This design comes from an exercise in tuning for small area, a short achievable clock period and few clock cycles per item on the open sky130 flow, not from production work. Only the layout flow was run in this run; the RTL was not checked for function there. Power is estimated from default activity; no workload was simulated.

`flow/flow/run.sh`:
```
#!/bin/bash
# The standard layout (standard.sh: standard synthesis, floorplan, power
# grid, placement, CTS, routing), with three layout choices:
#  - each port still gets its own buffer, a plain buf_1 instead of the default
#    delay buffer;
#  - clock tree synthesis without dummy loads;
set -euo pipefail
MARGIN=${MARGIN:-6.8}
bash standard.sh \
  "BUFFER_PORTS_ARGS=-buffer_cell sky130_fd_sc_hd__buf_1" \
  "CTS_ARGS=-sink_clustering_enable -repair_clock_nets -dont_use_dummy_load -buf_list {sky130_fd_sc_hd__clkbuf_4 sky130_fd_sc_hd__clkbuf_8}" \
  "SETUP_SLACK_MARGIN=$MARGIN" "TNS_END_PERCENT=100" \
  finish > flow_standard.log 2>&1
```
`flow/standard.sh`:
```
#!/bin/bash
# synth_recipe.tcl (not shown) runs the flow's synth.tcl, then flattens the netlist and writes it again
# the make line also repeats each setting of config.mk as NAME=value (left out here)
make -C /OpenROAD-flow-scripts/flow DESIGN_CONFIG=/design/flow/config.mk WORK_HOME=/design/flow/orfs CLKGATE_MAP_FILE= SYNTH_SCRIPT=/design/flow/synth_recipe.tcl "${@:-finish}"
```
`flow/config.mk`:
```
export PLATFORM = sky130hd
export DESIGN_NAME = acc_correlator
export DESIGN_NICKNAME = acc_correlator
export VERILOG_FILES = /design/flow/design.v
export SDC_FILE = /design/flow/constraint.sdc
export NUM_CORES = 4
export LEC_CHECK = 0
export CAP_MARGIN = 20
export CORE_MARGIN = 2
export CORE_UTILIZATION = 60
export PLACE_DENSITY = 0.7
export SLEW_MARGIN = 20
```
`flow/constraint.sdc`:
```
create_clock -name core_clock -period 10.0 [get_ports {clk}]
set_input_delay 2.0000 -clock core_clock [delete_from_list [all_inputs] [get_ports {clk}]]
set_output_delay 2.0000 -clock core_clock [all_outputs]
set_load 0.01 [all_outputs]
```
`flow/design.v`:
```
module acc_correlator (
    input  wire        clk,
    input  wire        rst,              
    input  wire        cfg_valid,
    output wire        cfg_ready,
    input  wire [2:0]  cfg_op,
    input  wire [63:0] cfg_code,         
    input  wire [7:0]  cfg_len,
    input  wire [31:0] cfg_value,
    input  wire        cfg_detect_inv,
    input  wire        in_valid,
    output wire        in_ready,
    input  wire        in_bit,
    output wire        out_valid,
    output wire [2:0]  out_data,
    output wire        idle,
    output wire        configured,
    output wire        invert,
    output wire [5:0]  status,
    output wire        irq,
    output wire [15:0] bit_count,
    output wire [15:0] ambig_count,
    output wire [15:0] last_ambig_bit
);
    localparam [2:0] OP_RESET          = 3'd0;
    localparam [2:0] OP_CONFIG         = 3'd1;
    localparam [2:0] OP_SET_CODE       = 3'd2;
    localparam [2:0] OP_SET_THRESHOLD  = 3'd3;
    localparam [2:0] OP_SET_DETECT_INV = 3'd4;
    localparam [2:0] OP_CLEAR_STATUS   = 3'd5;
    localparam [2:0] OP_SET_IRQ_EN     = 3'd6;
    reg [63:0] data_reg;
    reg [63:0] flag_reg;
    reg [63:0] invert_reg;
    reg [63:0] code;             
    reg [6:0]  len;              
    reg [6:0]  thr;              
    reg        detect_inv;
    reg        invert_q;
    reg        configured_q;
    reg        full_q;           
    reg [15:0] bit_count_q;
    reg [15:0] ambig_count_q;
    reg [15:0] last_ambig_bit_q;
    reg        st_illegal, st_invalid, st_ambig;
    reg        ie_illegal, ie_invalid, ie_ambig;
    reg        irq_q;
    reg [7:0]  k2;               
    reg        step_d;           
    reg        amb_d;
    reg        in_rdy_q, cfg_rdy_q;
    reg        step_q;           
    reg        bit_q;
    reg        out_valid_q;
    reg [2:0]  out_data_q;
    reg        idle_q;
    localparam NG = 7;
    reg [3:0]  grp [0:NG-1];
    wire bit_acc = in_valid & in_rdy_q;
    wire cmd_acc = cfg_valid & cfg_rdy_q;
    reg [7:0]  hi_gt;            
    reg [7:0]  hi_eq;            
    reg [6:0]  lo_gt;            
    reg [63:0] mask;
    integer j;
    always @(*) begin
        case (len[6:3])
            4'd0: begin hi_gt = 8'b0000_0000; hi_eq = 8'b0000_0001; end
            4'd1: begin hi_gt = 8'b0000_0001; hi_eq = 8'b0000_0010; end
            4'd2: begin hi_gt = 8'b0000_0011; hi_eq = 8'b0000_0100; end
            4'd3: begin hi_gt = 8'b0000_0111; hi_eq = 8'b0000_1000; end
            4'd4: begin hi_gt = 8'b0000_1111; hi_eq = 8'b0001_0000; end
            4'd5: begin hi_gt = 8'b0001_1111; hi_eq = 8'b0010_0000; end
            4'd6: begin hi_gt = 8'b0011_1111; hi_eq = 8'b0100_0000; end
            4'd7: begin hi_gt = 8'b0111_1111; hi_eq = 8'b1000_0000; end
            default: begin hi_gt = 8'b1111_1111; hi_eq = 8'b0000_0000; end
        endcase
        case (len[2:0])
            3'd0: lo_gt = 7'b000_0000;
            3'd1: lo_gt = 7'b000_0001;
            3'd2: lo_gt = 7'b000_0011;
            3'd3: lo_gt = 7'b000_0111;
            3'd4: lo_gt = 7'b000_1111;
            3'd5: lo_gt = 7'b001_1111;
            3'd6: lo_gt = 7'b011_1111;
            default: lo_gt = 7'b111_1111;
        endcase
        for (j = 0; j < 64; j = j + 1)
            mask[j] = hi_gt[(63 - j) >> 3] |
                      (hi_eq[(63 - j) >> 3] & (((63 - j) & 7) == 7 ? 1'b0 : lo_gt[(63 - j) & 7]));
    end
    function [3:0] pop9(input [8:0] x);
        reg s0, c0, s1, c1, s2, c2, b0, k0, t1, k1, b1, k2;
        begin
            s0 = x[0] ^ x[1] ^ x[2]; c0 = (x[0] & x[1]) | (x[2] & (x[0] ^ x[1]));
            s1 = x[3] ^ x[4] ^ x[5]; c1 = (x[3] & x[4]) | (x[5] & (x[3] ^ x[4]));
            s2 = x[6] ^ x[7] ^ x[8]; c2 = (x[6] & x[7]) | (x[8] & (x[6] ^ x[7]));
            b0 = s0 ^ s1 ^ s2;       k0 = (s0 & s1) | (s2 & (s0 ^ s1));
            t1 = c0 ^ c1 ^ c2;       k1 = (c0 & c1) | (c2 & (c0 ^ c1));
            b1 = t1 ^ k0;            k2 = t1 & k0;
            pop9 = {k1 & k2, k1 ^ k2, b1, b0};
        end
    endfunction
    function [15:0] csa(input [7:0] a, input [7:0] b, input [7:0] c);
        reg [7:0] sm, cy;
        begin
            sm = a ^ b ^ c;
            cy = (a & b) | (c & (a ^ b));
            csa = {sm, cy[6:0], 1'b0};
        end
    endfunction
    function top7(input [7:0] a, input [7:0] b, input cin);
        reg [6:0] g, p;
        reg [6:0] g1, p1, g2, p2, g3;
        integer i;
        begin
            g = a[6:0] & b[6:0];
            p = a[6:0] ^ b[6:0];
            g[0] = g[0] | (p[0] & cin);
            for (i = 0; i < 7; i = i + 1) begin
                g1[i] = (i >= 1) ? g[i] | (p[i] & g[i-1]) : g[i];
                p1[i] = (i >= 1) ? p[i] & p[i-1] : p[i];
            end
            for (i = 0; i < 7; i = i + 1) begin
                g2[i] = (i >= 2) ? g1[i] | (p1[i] & g1[i-2]) : g1[i];
                p2[i] = (i >= 2) ? p1[i] & p1[i-2] : p1[i];
            end
            for (i = 0; i < 7; i = i + 1)
                g3[i] = (i >= 4) ? g2[i] | (p2[i] & g2[i-4]) : g2[i];
            top7 = a[7] ^ b[7] ^ g3[6];
        end
    endfunction
    wire       e0 = (data_reg[0] ^ code[0]) & mask[0];
    wire [15:0] r1a = csa({4'd0, grp[0]}, {4'd0, grp[1]}, {4'd0, grp[2]});
    wire [15:0] r1b = csa({4'd0, grp[3]}, {4'd0, grp[4]}, {4'd0, grp[5]});
    wire [15:0] r2a = csa(r1a[15:8], r1a[7:0], r1b[15:8]);
    wire [15:0] r3a = csa(r2a[15:8], r2a[7:0], r1b[7:0]);
    wire [15:0] r4a = csa(r3a[15:8], r3a[7:0], {4'd0, grp[6]});
    wire [15:0] rn = csa(r4a[15:8], r4a[7:0], {1'b0, ~thr});
    wire [15:0] ri = csa(r4a[15:8], r4a[7:0], k2);
    wire       m_n = ~top7(rn[15:8], rn[7:0], e0);                
    wire       m_i = top7(ri[15:8], ri[7:0], e0);                 
    function [4:0] outcome(input mn, input mi, input p, input det, input b);
        reg mt, mv, nx;
        begin
            mt = p ? mi : mn;
            mv = det & (p ? mn : mi);
            nx = p ? ~(mt & ~mv) : (mv & ~mt);
            outcome = {b ^ nx, nx, mt | mv, mv, mt & mv};
        end
    endfunction
    wire [4:0] oc00 = outcome(1'b0, 1'b0, invert_q, detect_inv, bit_q);
    wire [4:0] oc01 = outcome(1'b0, 1'b1, invert_q, detect_inv, bit_q);
    wire [4:0] oc10 = outcome(1'b1, 1'b0, invert_q, detect_inv, bit_q);
    wire [4:0] oc11 = outcome(1'b1, 1'b1, invert_q, detect_inv, bit_q);
    wire [4:0] oc = m_n ? (m_i ? oc11 : oc10) : (m_i ? oc01 : oc00);
    wire new_bit     = oc[4];
    wire invert_next = oc[3];
    wire flag_next   = oc[2];
    wire match_inv   = oc[1];
    wire ambiguous   = oc[0];
    wire [63:0] data_shift = step_q ? {data_reg[62:0], new_bit} : data_reg;
    wire [63:0] leaf = (data_shift ^ code) & mask;
    reg  [3:0]  gsum [0:NG-1];
    integer g;
    always @(*)
        for (g = 0; g < NG; g = g + 1)
            gsum[g] = pop9(leaf[9 * g + 1 +: 9]);
    wire len_ok    = (cfg_len <= 8'd64);
    wire c_reset   = cmd_acc & (cfg_op == OP_RESET);
    wire c_config  = cmd_acc & (cfg_op == OP_CONFIG) & len_ok;
    wire c_code    = cmd_acc & ((cfg_op == OP_CONFIG) | (cfg_op == OP_SET_CODE)) & len_ok;
    wire c_badlen  = cmd_acc & ((cfg_op == OP_CONFIG) | (cfg_op == OP_SET_CODE)) & ~len_ok;
    wire c_thr     = cmd_acc & ((cfg_op == OP_SET_THRESHOLD) | ((cfg_op == OP_CONFIG) & len_ok));
    wire c_det     = cmd_acc & ((cfg_op == OP_SET_DETECT_INV) | ((cfg_op == OP_CONFIG) & len_ok));
    wire c_clear   = cmd_acc & (cfg_op == OP_CLEAR_STATUS);
    wire c_irqen   = cmd_acc & (cfg_op == OP_SET_IRQ_EN);
    wire c_illegal = cmd_acc & (cfg_op == 3'd7);
    wire kill      = rst | c_reset;
    wire [6:0] thr_new = (|cfg_value[31:6]) ? 7'd64 : {1'b0, cfg_value[5:0]};
    wire configured_next = kill ? 1'b0 : (c_config ? 1'b1 : configured_q);
    wire in_rdy_next     = configured_next & ~(cfg_valid & ~cmd_acc);
    wire cfg_rdy_next    = ~in_rdy_next & ~bit_acc;
    wire full_now = full_q | bit_count_q[6] | (step_d & (&bit_count_q[5:0]));
    wire s_ill_n = ~kill & ((st_illegal & ~(c_clear & cfg_value[0])) | c_illegal);
    wire s_inv_n = ~kill & ((st_invalid & ~(c_clear & cfg_value[1])) | c_badlen);
    wire s_amb_n = ~kill & ((st_ambig | amb_d) & ~(c_clear & cfg_value[5]));
    wire ie_ill_n = ~kill & (c_irqen ? cfg_value[0] : ie_illegal);
    wire ie_inv_n = ~kill & (c_irqen ? cfg_value[1] : ie_invalid);
    wire ie_amb_n = ~kill & (c_irqen ? cfg_value[5] : ie_ambig);
    always @(posedge clk) begin
        in_rdy_q     <= ~rst & in_rdy_next;
        cfg_rdy_q    <= rst | cfg_rdy_next;
        step_q       <= ~rst & bit_acc;
        bit_q        <= in_bit;
        out_valid_q  <= ~rst & step_q;
        out_data_q   <= {invert_reg[63], flag_reg[63], data_reg[63]} & {3{full_now}};
        idle_q       <= ~bit_acc & ~step_q;
        configured_q <= configured_next;
        st_illegal <= s_ill_n;
        st_invalid <= s_inv_n;
        st_ambig   <= s_amb_n;
        ie_illegal <= ie_ill_n;
        ie_invalid <= ie_inv_n;
        ie_ambig   <= ie_amb_n;
        irq_q      <= (s_ill_n & ie_ill_n) | (s_inv_n & ie_inv_n) | (s_amb_n & ie_amb_n);
        for (g = 0; g < NG; g = g + 1)
            grp[g] <= gsum[g];
        if (c_config)
            data_reg <= 64'd0;
        else
            data_reg <= data_shift;
        if (step_q) begin
            flag_reg   <= {flag_reg[62:0],   flag_next};
            invert_reg <= {invert_reg[62:0], match_inv};
        end
        if (kill | c_config)
            invert_q <= 1'b0;
        else if (step_q)
            invert_q <= invert_next;
        step_d <= ~rst & step_q;
        amb_d  <= ~rst & step_q & ambiguous;
        if (kill | c_config) begin
            bit_count_q      <= 16'd0;
            ambig_count_q    <= 16'd0;
            last_ambig_bit_q <= 16'd0;
        end else if (step_d) begin
            bit_count_q <= bit_count_q + 16'd1;
            if (amb_d) begin
                ambig_count_q    <= ambig_count_q + 16'd1;
                last_ambig_bit_q <= bit_count_q;
            end
        end
        k2 <= (thr >= len) ? 8'd128 : 8'd128 - {1'b0, len} + {1'b0, thr};
        if (c_config)
            full_q <= 1'b0;
        else
            full_q <= full_now;
        if (c_code) begin
            code <= cfg_code;
            len  <= cfg_len[6:0];
        end
        if (c_thr)
            thr <= thr_new;
        if (c_det)
            detect_inv <= cfg_detect_inv;
    end
    assign cfg_ready      = cfg_rdy_q;
    assign in_ready       = in_rdy_q;
    assign out_valid      = out_valid_q;
    assign out_data       = out_data_q;
    assign idle           = idle_q;
    assign configured     = configured_q;
    assign invert         = invert_q;
    assign status         = {st_ambig, 3'b000, st_invalid, st_illegal};
    assign irq            = irq_q;
    assign bit_count      = bit_count_q;
    assign ambig_count    = ambig_count_q;
    assign last_ambig_bit = last_ambig_bit_q;
endmodule
```
==> summary.txt <==
## metal layers
layer | vias to the layer above | track usage (%) | routed length, µm
met5 | - | 0 | 0
li1 | 4762 | - | -
met4 | 0 | 6.96 | 722
met2 | 311 | 35.1 | 14000
met3 | 57 | 4.23 | 1850
met1 | 4712 | 32.6 | 14500
## cell usage in the layout, fill, tap and decap left out, types with 24 or more instances in the layout
cell / synthesis / routed
buf_1: 0 / 161
xor2_1: 24 / 24
clkbuf_8: 0 / 60
nor2_1: 138 / 136
nand2_1: 178 / 174
mux2i_1: 71 / 38
inv_1: 119 / 107
fa_1: 63 / 53
xnor2_1: 74 / 74
o21ai_0: 38 / 29
mux2i_2: 0 / 32
dfxtp_1: 182 / 157
edfxtp_1: 207 / 207
ha_1: 41 / 25
## cells by family (layout without fill, tap and decap cells)
family	Yosys count	in the layout	share of synthesized area (%)
mux	71	72	4.41
fa+ha+maj	104	104	11.0
other cells	1	3	0.0233
flops	389	389	61.2
simple gates	398	401	10.6
buf+inv	155	377	3.99
compound gates	91	91	3.32
xor+xnor	99	99	5.43
## path summary, 6_finish.rpt
| kind | from | end | cells past startpoint |
|---|---|---|---|
| worst max-delay path | grp[5][2]$_DFF_P_ | data_reg[0]$_SDFFE_PP0P_ | 17 |
| worst min-delay path | flag_reg[56]$_DFFE_PP_ | flag_reg[57]$_DFFE_PP_ | 0 |
| worst max register to register | grp[5][2]$_DFF_P_ | data_reg[0]$_SDFFE_PP0P_ | 17 |
| worst min register to register | flag_reg[56]$_DFFE_PP_ | flag_reg[57]$_DFFE_PP_ | 0 |
## per-stage QoR
| step | worst slack [ps] | power (µW) | hold WS (ps) | cell area [µm²] | cells |
|---|---|---|---|---|---|
| 6_report | 5450 | 6500 | 399 | 18800 | 1871 |
| 5_1_grt | 5290 | 7100 | 402 | 18800 | 1871 |
| 3_3_place_gp | 5340 | 4850 | 402 | 17400 | 1789 |
| 2_1_floorplan | 5310 | 4310 | 400 | 16700 | 1310 |
| 3_5_place_dp | 5240 | 4960 | 405 | 17400 | 1789 |
| 4_1_cts | 5470 | 6250 | 401 | 18600 | 1864 |
## worst max-delay path, delay by kind of cell (launching register included)
family	cells	cell delay, ps
compound gates	3	790
fa+ha+maj	6	2860
buf+inv	4	190
flops	1	320
simple gates	4	360
## layout make-up
cell class / count / area [µm²] / area share, %
timing repair buffer: 197 / 1070 / 5.70
sequential: 389 / 9900 / 52.6
inverter: 120 / 453 / 2.40
clock buffer: 60 / 826 / 4.38
multi-input combinational: 770 / 6170 / 32.7
tap: 335 / 419 / 2.23
## report_power, final
part	leakage [µW]	switching [µW]	total, µW	internal, µW
Sequential	0.00330	81.1	1920	1840
Combinational	0.00312	1820	3530	1720
Clock	0.000431	516	1040	525
Total	0.00685	2420	6500	4080
## what timing repair did
item	in CTS	in global routing
setup endpoints to repair	236	76
pin swaps	8	5
cloned	7	3
gates resized for setup	51	42
setup buffers	8	4
==> summary.md <==
| Metric | Value |
|---|---|
| Number of synthesized flops with an enable pin | `207` |
| Hold buffers post-CTS | `0` |
| Register area share after synthesis | `61.2%` |
| Total Die Area | `28200 µm²` |
| CTS tree | `built` |
| Vias in the first global route | `10020` |
| Hold Path Class | `reg -> reg` |
| Starting Density | `61.5%` |
| Routed Antenna Nets | `0` |
| Total grt overflow | `0` |
| Initial antenna violation count | `0` |
| Number of synthesis warnings | `3` |
| I/O Pins | `177` |
| Wire length per cell | `16.6 µm` |
| Ys async rst share | `0%` |
| CTS Buffer Depth | `3` |
| Share of post-route cells with drive strength above 1 | `16.0%` |
| Slowest Stage Delay on Critical Path | `560 ps` |
| H-tree Lvls | `2` |
| Final wirelength | `31.0 mm` |
| Slew Viols, Final | `0` |
| DPL Wire Length | `19.7 mm` |
| MaxCap Viol Count | `0` |
| Antenna diodes | `0` |
| Post-synth top cells | `edfxtp_1 (207), dfxtp_1 (182), nand2_1 (178)` |
| Critical Path Slowest Stage Cell | `fa_1` |
| Max Clk Rate | `220 MHz` |
| Die X | `168 µm` |
| LEAKAGE | `0.00685 µW` |
| Final critical-path required period | `4550 ps` |
| Max_slew headroom | `26.8%` |
| Routed vias | `9842` |
| Top cell by count, worst path | `fa_1` |
| Clk_skew | `34.9 ps` |
| Leading area contributor after synthesis | `edfxtp_1` |
| Pwr/cell area | `345 nW/µm²` |
| Top post-synthesis cells by area | `edfxtp_1 (39%), dfxtp_1 (23%), fa_1 (7.8%)` |
| CP required | `10520 ps` |
| Setup violators final | `0` |
| Area share of the largest cell type after synthesis | `38.6%` |
| Run status | `finished clean` |
| Skew-Pair Late Insertion Delay | `590 ps` |
| WS Path Type | `reg -> reg` |
| Syn_area_per_cell | `12.3 µm²` |
| # fillers | `1811` |
| Number of synthesized register bits | `389` |
| Main synth FF type | `edfxtp_1` |
| Layout Utilization | `71.9%` |
| Max rail drop VDD | `492 µV` |
| Global-route wire length before repair | `49.9 mm` |
| Port-buffer cells | `173` |
| Vias per cell | `5.26` |
| Final Hold Viols | `0` |
| Global router's overall resource usage | `22.5%` |
| Largest net degree at the start of global routing | `65` |
| Final layout net count | `1755` |
| Die Height | `168 µm` |
| Unique masters post-synth | `52` |
| Post-synthesis instance area | `16100 µm²` |
| CP Capture Type | `register` |
| Setup_tns | `0 ps` |
| Pre-antenna DRT Iters | `5` |
| Top-count cell post-synth | `edfxtp_1` |
| Initial DRC Count | `563` |
| Core Region | `26200 µm²` |
| Worst-path maximum fanout | `4` |
| CP Cell Sequence | `inv_2, fa_1, inv_2, fa_1, fa_1, inv_1, fa_1, inv_1, fa_1, ha_4, nand3_2, o31a_1, o21ai_2, or2_4, nand2_1, a221o_1, nand3_1` |
| Startpoint Class | `register` |
| Worst EP arrival | `5070 ps` |
| CTS root buffer | `clkbuf_8` |
| CTS clk-pin slew, worst paths | `60 ps` |
| Rows | `59` |
| GPL Wtd Cong | `0.837` |
| R2r setup slk | `5450 ps` |
| DRC | `0` |
| Num CTS Buffers | `60` |
| Final period util | `45.5%` |
| Post-Synthesis Cells | `1308` |
| Slew @ Worst Pin | `1090 ps` |
| CTS Sinks | `389` |
| Area Growth Syn to Fin | `17.0%` |
| Unrepaired setup endpoints after global routing | `true` |

afterwards: timing with drivers on the ports:
Ports are ideal in the flow. The routed layout listed here was re-timed in OpenROAD.
Step 1: set_driving_cell puts a clkbuf_16 on clk and a buf_2 on each other input, an assumption about the parent block.
Step 2 times the ports against the registers' clock, not the clock port: input delays grow and output delays shrink by t, the midpoint of the rising clock arrivals with the driver on.
Three values: no drivers, after step 1, after step 2; two values: the first two.
t (ns): 0.616
setup slack, ns: 5.452 / 5.452 / 5.452
worst setup path at the end: register to register
slew at the worst register clock pin (ns): 0.06 / 0.06
worst data-port slew with drivers (ns): 0.06
After both steps setup and hold are still met in this run. The setup slack of this run moves by 0.000 ns with the drivers and by 0.000 ns with both steps.
